Source: an optimization exercise on an open RTL-to-GDS flow (aim: small area, a short achievable clock period and few clock cycles). Production flows keep margins and buffers that such runs may drop. Where RTL was checked, it was by simulation tests only, not by an equivalence proof against the original. Power is estimated from default activity; no workload was simulated.

==> inputs of tundra <==
// hxp_stream
module hxp_stream (
    input  wire        clk,
    input  wire        rst,
    input  wire        in_valid,
    output wire        in_ready,
    input  wire [7:0]  in_data,
    input  wire        in_end,
    output wire        out_valid,
    input  wire        out_ready,
    output wire [31:0] out_addr,
    output wire [7:0]  out_len,
    output wire [7:0]  out_data,
    output wire        out_last,
    output wire        done,
    output wire [3:0]  res_code,
    output wire [31:0] res_line,
    output wire [15:0] res_ext,
    output wire [7:0]  res_calc,
    output wire [7:0]  res_decl,
    output wire [1:0]  res_cause
);
clock: 6.5 ns
lec_check: 0
cap_margin: 20
core_margin: 2
core_utilization: 40
cts_buf_list: sky130_fd_sc_hd__clkbuf_16 sky130_fd_sc_hd__clkbuf_8
cts_cluster_diameter: 100
cts_cluster_size: 30
place_density: 0.6
setup_slack_margin: 4.2
slew_margin: 20
run.sh (not shown) runs the stock make flow with config.mk's settings and CLKGATE_MAP_FILE= SYNTH_SCRIPT=/design/flow/synth_recipe.tcl, a recipe that flattens the netlist after the stock synthesis.
==> xenon: changes against tundra <==
--- a/flow/design.v
+++ b/flow/design.v
@@ -304,21 +304,13 @@
     assign out_len   = rec_bc;
     task automatic new_line;
         begin
             ps      <= 13'd1;
             ps_hi   <= 1'b0;
             odd     <= 1'b0;
-            cand    <= 1'b0;
-            cr12    <= 1'b0;
-            cr3     <= 1'b0;
-            bad12   <= 1'b0;
-            badrest <= 1'b0;
-            ge3     <= 1'b0;
-            lastck  <= 1'b0;
             beyond  <= 1'b0;
-            alloc   <= 1'b0;
         end
     endtask
     task automatic end_line;
         begin
             line_no[7:0] <= line_no[7:0] + 8'd1;
             if (lo_ff)
@@ -339,13 +331,12 @@
             line_no <= 32'd0;
             lo_ff   <= 1'b0;
             code3   <= 1'b0;
             code1   <= 1'b0;
             cause   <= 2'd0;
             nsum    <= 8'd0;
-            ck      <= 8'd0;
             new_line;
         end else begin
             done_r <= 1'b0;
             if (ev_go) begin
                 ev_pend <= 1'b0;
                 if (v_stop) begin
@@ -368,56 +359,28 @@
                     else
                         new_line;
                     pstate <= P_FIN;
                 end else begin
                     ps    <= {ps[11:0], 1'b0};
                     ps_hi <= ps_hi || ps[12];
-                    odd <= !odd;
-                    if (pos0) begin
-                        cand <= c_colon;
-                    end else if (cand) begin
-                        if (c_cr) begin
-                            if (pos12) cr12 <= 1'b1;
-                            else       cr3  <= 1'b1;
-                        end else begin
-                            if (cr12 || (pos12 && !c_hex))   bad12   <= 1'b1;
-                            if (cr3 || (pos_ge3 && !c_hex))  badrest <= 1'b1;
-                            if (!ps[1])                      ge3     <= 1'b1;
-                            lastck <= is_ck_lo;
-                        end
+                    odd   <= !odd;
+                    if (!pos0 && cand) begin
                         if (pos_ge3 && !beyond) begin
                             left   <= left - 10'd1;
                             left_z <= (left == 10'd1);
                             if (left_z) beyond <= 1'b1;
                         end
-                        if (odd) begin
-                            hi_nib <= c_val;
-                        end else begin
+                        if (!odd) begin
                             if (ps[2]) begin
-                                bc     <= cur_byte;
-                                bc_lt2 <= (cur_byte < 8'd2);
                                 nsum   <= 8'd0 - cur_byte;
                                 left   <= {1'b0, cur_byte, 1'b0} + 10'd7;
                                 left_z <= 1'b0;
                             end
-                            if (ps[4]) ah <= cur_byte;
-                            if (ps[6]) al <= cur_byte;
-                            if (ps[8]) begin
-                                rt0 <= (cur_byte == 8'h00);
-                                rt1 <= (cur_byte == 8'h01);
-                                rt4 <= (cur_byte == 8'h04);
-                            end
-                            if (ps[10] && rt4 && in_data_rgn) ah <= cur_byte;
-                            if (ps[12] && rt4 && in_data_rgn) al <= cur_byte;
                             if (!ps[2] && !beyond && !left_z)
                                 nsum <= nsum - cur_byte;
-                            if (is_ck_lo)
-                                ck <= cur_byte;
                         end
-                        if (do_alloc)
-                            alloc <= 1'b1;
                     end
                 end
             end
             P_SKIP: if (step && is_end) begin
                 pstate <= P_FIN;
             end
@@ -434,12 +397,71 @@
                 code1   <= 1'b0;
                 new_line;
             end
             endcase
         end
     end
+    wire tryc     = a_valid && act && is_chr && !(ev_pend && !pos0 && !ps[1]);
+    wire line_clr = (a_valid && act && !is_chr && !ev_pend) || (pstate == P_DONE);
+    always @(posedge clk) begin
+        if (rst) begin
+            cand    <= 1'b0;
+            cr12    <= 1'b0;
+            cr3     <= 1'b0;
+            bad12   <= 1'b0;
+            badrest <= 1'b0;
+            ge3     <= 1'b0;
+            lastck  <= 1'b0;
+            alloc   <= 1'b0;
+            ck      <= 8'd0;
+        end else if (line_clr) begin
+            cand    <= 1'b0;
+            cr12    <= 1'b0;
+            cr3     <= 1'b0;
+            bad12   <= 1'b0;
+            badrest <= 1'b0;
+            ge3     <= 1'b0;
+            lastck  <= 1'b0;
+            alloc   <= 1'b0;
+        end else if (tryc) begin
+            if (pos0) begin
+                cand <= c_colon;
+            end else if (cand) begin
+                if (c_cr) begin
+                    if (pos12) cr12 <= 1'b1;
+                    else       cr3  <= 1'b1;
+                end else begin
+                    if (cr12 || (pos12 && !c_hex))   bad12   <= 1'b1;
+                    if (cr3 || (pos_ge3 && !c_hex))  badrest <= 1'b1;
+                    if (!ps[1])                      ge3     <= 1'b1;
+                    lastck <= is_ck_lo;
+                end
+                if (odd) begin
+                    hi_nib <= c_val;
+                end else begin
+                    if (ps[2]) begin
+                        bc     <= cur_byte;
+                        bc_lt2 <= (cur_byte < 8'd2);
+                    end
+                    if (ps[4]) ah <= cur_byte;
+                    if (ps[6]) al <= cur_byte;
+                    if (ps[8]) begin
+                        rt0 <= (cur_byte == 8'h00);
+                        rt1 <= (cur_byte == 8'h01);
+                        rt4 <= (cur_byte == 8'h04);
+                    end
+                    if (ps[10] && rt4 && in_data_rgn) ah <= cur_byte;
+                    if (ps[12] && rt4 && in_data_rgn) al <= cur_byte;
+                    if (is_ck_lo)
+                        ck <= cur_byte;
+                end
+                if (do_alloc)
+                    alloc <= 1'b1;
+            end
+        end
+    end
     assign done      = done_r;
     assign res_code  = {code3, 1'b0, code1, 1'b0};
     assign res_line  = line_no;
     assign res_ext   = ext;
     assign res_calc  = nsum;
     assign res_decl  = ck;
ABC_AREA = 1   (was not set)
CORE_UTILIZATION = 45   (was 40)
CTS_CLUSTER_SIZE = 28   (was 30)
PLACE_DENSITY = 0.68   (was 0.6)
SETUP_SLACK_MARGIN = 4.0   (was 4.2)
==> garnet: changes against tundra <==
--- a/flow/design.v
+++ b/flow/design.v
@@ -304,21 +304,13 @@
     assign out_len   = rec_bc;
     task automatic new_line;
         begin
             ps      <= 13'd1;
             ps_hi   <= 1'b0;
             odd     <= 1'b0;
-            cand    <= 1'b0;
-            cr12    <= 1'b0;
-            cr3     <= 1'b0;
-            bad12   <= 1'b0;
-            badrest <= 1'b0;
-            ge3     <= 1'b0;
-            lastck  <= 1'b0;
             beyond  <= 1'b0;
-            alloc   <= 1'b0;
         end
     endtask
     task automatic end_line;
         begin
             line_no[7:0] <= line_no[7:0] + 8'd1;
             if (lo_ff)
@@ -339,13 +331,12 @@
             line_no <= 32'd0;
             lo_ff   <= 1'b0;
             code3   <= 1'b0;
             code1   <= 1'b0;
             cause   <= 2'd0;
             nsum    <= 8'd0;
-            ck      <= 8'd0;
             new_line;
         end else begin
             done_r <= 1'b0;
             if (ev_go) begin
                 ev_pend <= 1'b0;
                 if (v_stop) begin
@@ -368,56 +359,28 @@
                     else
                         new_line;
                     pstate <= P_FIN;
                 end else begin
                     ps    <= {ps[11:0], 1'b0};
                     ps_hi <= ps_hi || ps[12];
-                    odd <= !odd;
-                    if (pos0) begin
-                        cand <= c_colon;
-                    end else if (cand) begin
-                        if (c_cr) begin
-                            if (pos12) cr12 <= 1'b1;
-                            else       cr3  <= 1'b1;
-                        end else begin
-                            if (cr12 || (pos12 && !c_hex))   bad12   <= 1'b1;
-                            if (cr3 || (pos_ge3 && !c_hex))  badrest <= 1'b1;
-                            if (!ps[1])                      ge3     <= 1'b1;
-                            lastck <= is_ck_lo;
-                        end
+                    odd   <= !odd;
+                    if (!pos0 && cand) begin
                         if (pos_ge3 && !beyond) begin
                             left   <= left - 10'd1;
                             left_z <= (left == 10'd1);
                             if (left_z) beyond <= 1'b1;
                         end
-                        if (odd) begin
-                            hi_nib <= c_val;
-                        end else begin
+                        if (!odd) begin
                             if (ps[2]) begin
-                                bc     <= cur_byte;
-                                bc_lt2 <= (cur_byte < 8'd2);
                                 nsum   <= 8'd0 - cur_byte;
                                 left   <= {1'b0, cur_byte, 1'b0} + 10'd7;
                                 left_z <= 1'b0;
                             end
-                            if (ps[4]) ah <= cur_byte;
-                            if (ps[6]) al <= cur_byte;
-                            if (ps[8]) begin
-                                rt0 <= (cur_byte == 8'h00);
-                                rt1 <= (cur_byte == 8'h01);
-                                rt4 <= (cur_byte == 8'h04);
-                            end
-                            if (ps[10] && rt4 && in_data_rgn) ah <= cur_byte;
-                            if (ps[12] && rt4 && in_data_rgn) al <= cur_byte;
                             if (!ps[2] && !beyond && !left_z)
                                 nsum <= nsum - cur_byte;
-                            if (is_ck_lo)
-                                ck <= cur_byte;
                         end
-                        if (do_alloc)
-                            alloc <= 1'b1;
                     end
                 end
             end
             P_SKIP: if (step && is_end) begin
                 pstate <= P_FIN;
             end
@@ -434,12 +397,71 @@
                 code1   <= 1'b0;
                 new_line;
             end
             endcase
         end
     end
+    wire tryc     = a_valid && act && is_chr && !(ev_pend && !pos0 && !ps[1]);
+    wire line_clr = (a_valid && act && !is_chr && !ev_pend) || (pstate == P_DONE);
+    always @(posedge clk) begin
+        if (rst) begin
+            cand    <= 1'b0;
+            cr12    <= 1'b0;
+            cr3     <= 1'b0;
+            bad12   <= 1'b0;
+            badrest <= 1'b0;
+            ge3     <= 1'b0;
+            lastck  <= 1'b0;
+            alloc   <= 1'b0;
+            ck      <= 8'd0;
+        end else if (line_clr) begin
+            cand    <= 1'b0;
+            cr12    <= 1'b0;
+            cr3     <= 1'b0;
+            bad12   <= 1'b0;
+            badrest <= 1'b0;
+            ge3     <= 1'b0;
+            lastck  <= 1'b0;
+            alloc   <= 1'b0;
+        end else if (tryc) begin
+            if (pos0) begin
+                cand <= c_colon;
+            end else if (cand) begin
+                if (c_cr) begin
+                    if (pos12) cr12 <= 1'b1;
+                    else       cr3  <= 1'b1;
+                end else begin
+                    if (cr12 || (pos12 && !c_hex))   bad12   <= 1'b1;
+                    if (cr3 || (pos_ge3 && !c_hex))  badrest <= 1'b1;
+                    if (!ps[1])                      ge3     <= 1'b1;
+                    lastck <= is_ck_lo;
+                end
+                if (odd) begin
+                    hi_nib <= c_val;
+                end else begin
+                    if (ps[2]) begin
+                        bc     <= cur_byte;
+                        bc_lt2 <= (cur_byte < 8'd2);
+                    end
+                    if (ps[4]) ah <= cur_byte;
+                    if (ps[6]) al <= cur_byte;
+                    if (ps[8]) begin
+                        rt0 <= (cur_byte == 8'h00);
+                        rt1 <= (cur_byte == 8'h01);
+                        rt4 <= (cur_byte == 8'h04);
+                    end
+                    if (ps[10] && rt4 && in_data_rgn) ah <= cur_byte;
+                    if (ps[12] && rt4 && in_data_rgn) al <= cur_byte;
+                    if (is_ck_lo)
+                        ck <= cur_byte;
+                end
+                if (do_alloc)
+                    alloc <= 1'b1;
+            end
+        end
+    end
     assign done      = done_r;
     assign res_code  = {code3, 1'b0, code1, 1'b0};
     assign res_line  = line_no;
     assign res_ext   = ext;
     assign res_calc  = nsum;
     assign res_decl  = ck;
ABC_AREA = 1   (was not set)
CTS_CLUSTER_SIZE = 28   (was 30)
TNS_END_PERCENT = 20   (was not set)
==> ember: changes against tundra <==
--- a/flow/design.v
+++ b/flow/design.v
@@ -103,13 +103,12 @@
     reg        rt0, rt1, rt4;    
     reg        bc_lt2;           
     reg        cks_ok;           
     reg [7:0]  nsum;         
     reg        alloc;        
     reg [7:0]  s0d;          
-    reg [10:0] target;       
     reg        ev_pend;
     reg        e_good;           
     reg [1:0]  e_cause;          
     reg [10:0] busy1;        
     reg [10:0] rsel;         
     reg [3:0]  qt;           
@@ -142,12 +141,13 @@
     wire       pos12    = ps[1] || ps[2];
     wire       pos_ge3  = !pos0 && !pos12;
     wire       hp_ge10  = ps[10] || ps[11] || ps[12] || ps_hi;
     wire       is_ck_lo = pos_ge3 && !beyond && left_z;
     wire       in_data_rgn = !odd && hp_ge10 && !beyond && !left_z;
     wire       act      = (pstate == P_ACT);
+    wire [10:0] target  = {2'b00, bc, 1'b0} + LEAD;
     wire       big      = rsel[8] || rsel[9] || rsel[10];
     wire       do_alloc = cand && ps[9] && rt0;
     wire       do_push  = cand && alloc && in_data_rgn;
     wire       q_full   = qt[3];
     wire       q_nonempty = qt[0];
     wire       guard  = rd_armed && flushed && (!rd_started || rd_missed);
@@ -196,14 +196,13 @@
                     ring[gi*8 +: 8] <= ring[NXT*8 +: 8];
             end
         end
     endgenerate
     always @(posedge clk) begin
         cks_ok <= (nsum == ck);
-        target <= {2'b00, bc, 1'b0} + LEAD;
-        rsel   <= (busy1 > target) ? busy1 : target;
+        rsel   <= (busy1 > target) ? busy1 : target;    
         if (step && act && is_chr && do_alloc) begin
             s0d   <= rsel[7:0] - 8'd1;
             wdist <= rsel[7:0] - 8'd1;
         end else begin
             s0d   <= s0d - 8'd1;
             wdist <= wdist - (q_pop ? 8'd0 : 8'd1);
@@ -255,18 +254,12 @@
         end
     end
     always @(posedge clk) begin
         if (rst) begin
             rd_armed <= 1'b0;
             ov       <= 1'b0;
-            od       <= 8'd0;
-            ol       <= 1'b0;
-            rec_bc   <= 8'd0;
-            rec_ah   <= 8'd0;
-            rec_al   <= 8'd0;
-            rec_ext  <= 16'd0;
         end else begin
             if (disp) begin
                 rec_bc     <= bc;
                 rec_ah     <= ah;
                 rec_al     <= al;
                 rec_ext    <= ext;
@@ -338,14 +331,12 @@
             ext     <= 16'd0;
             line_no <= 32'd0;
             lo_ff   <= 1'b0;
             code3   <= 1'b0;
             code1   <= 1'b0;
             cause   <= 2'd0;
-            nsum    <= 8'd0;
-            ck      <= 8'd0;
             new_line;
         end else begin
             done_r <= 1'b0;
             if (ev_go) begin
                 ev_pend <= 1'b0;
                 if (v_stop) begin
CTS_CLUSTER_SIZE = 28   (was 30)
SETUP_SLACK_MARGIN = 4.1   (was 4.2)
==> qor summary <==
item                                                                           garnet                      ember                    tundra                     xenon
Register area                                                               49210 µm²                  49540 µm²                 49240 µm²                 49200 µm²
Portion of total power attributed to sequential cells                           0.634                      0.649                     0.620                     0.631
Run status                                                   timing/DRC/antenna clean   timing/DRC/antenna clean  timing/DRC/antenna clean  timing/DRC/antenna clean
Power share of the clock group                                                  0.289                      0.295                     0.284                     0.290
Global router's overall resource usage                                         0.1364                     0.1228                    0.1375                    0.1540
Horizontal die dimension                                                     391.1 µm                   388.9 µm                  392.2 µm                  368.9 µm
Fraction of layout instances using a drive strength above 1                    0.1219                     0.1945                    0.2369                    0.1221
Die area                                                                   152900 µm²                 151300 µm²                153800 µm²                136100 µm²
Post-route minimum period                                                     2555 ps                    2729 ps                   2586 ps                   2556 ps
ANT cells                                                                           1                          2                         5                         1
Met3 track demand over resource in global routing                             0.02447                    0.02642                   0.02429                   0.02914
Initial Utilization                                                            0.4016                     0.4019                    0.4024                    0.4547
Clock buffers created by TritonCTS                                                 96                         95                        92                        97
Combinational gate power                                                    0.00186 W                  0.00128 W                 0.00236 W                 0.00189 W
Simple-gate share of the synthesized area                                     0.07867                    0.04197                   0.05471                   0.07867
Core area                                                                  149200 µm²                 147500 µm²                149800 µm²                131800 µm²
CP max stage cell                                            sky130_fd_sc_hd__dfxtp_4  sky130_fd_sc_hd__edfxtp_1  sky130_fd_sc_hd__dfxtp_4  sky130_fd_sc_hd__dfxtp_4
Testbench counts of tundra, summed over its fixed seeds: cycles 85,465.
Testbench counts of xenon, summed over its fixed seeds: cycles 85,465.
Testbench counts of garnet, summed over its fixed seeds: cycles 85,465.
For ember, only the layout was checked, not whether the RTL still works.

port drivers added, routing unchanged:
The results above use ideal ports. As a check the final layouts listed here were re-extracted and re-timed, cells and wires unchanged.
Step 1 (the two cells are an assumption about what drives the block):
set clk [get_ports {clk}]
set_driving_cell -lib_cell sky130_fd_sc_hd__clkbuf_16 $clk
set_driving_cell -lib_cell sky130_fd_sc_hd__buf_2 [delete_from_list [all_inputs] $clk]
Step 2 times the ports against the registers' clock, not the clock port: input delays grow and output delays shrink by t, the midpoint of the rising clock arrivals with the driver on.
a / b / c = no drivers / after step 1 / after step 2; a / b = the first two.
run	t, ns	setup WS [ns]	worst setup path after step 2	latest minus earliest clock arrival (ns)	worst register clock-pin slew, ns
tundra	0.777	3.914 / 3.840 / 3.495	input to register	0.042 / 0.042	0.12 / 0.12
xenon	0.794	3.944 / 3.868 / 3.305	input to register	0.052 / 0.052	0.12 / 0.12
garnet	0.802	3.945 / 3.868 / 3.352	input to register	0.052 / 0.052	0.12 / 0.12
ember	0.780	3.771 / 3.737 / 3.418	input to register	0.069 / 0.069	0.12 / 0.12
After both steps setup and hold are still met in every run listed. For xenon, which loses most, drivers alone change the setup slack by -0.076 ns; drivers and shift together by -0.639 ns.
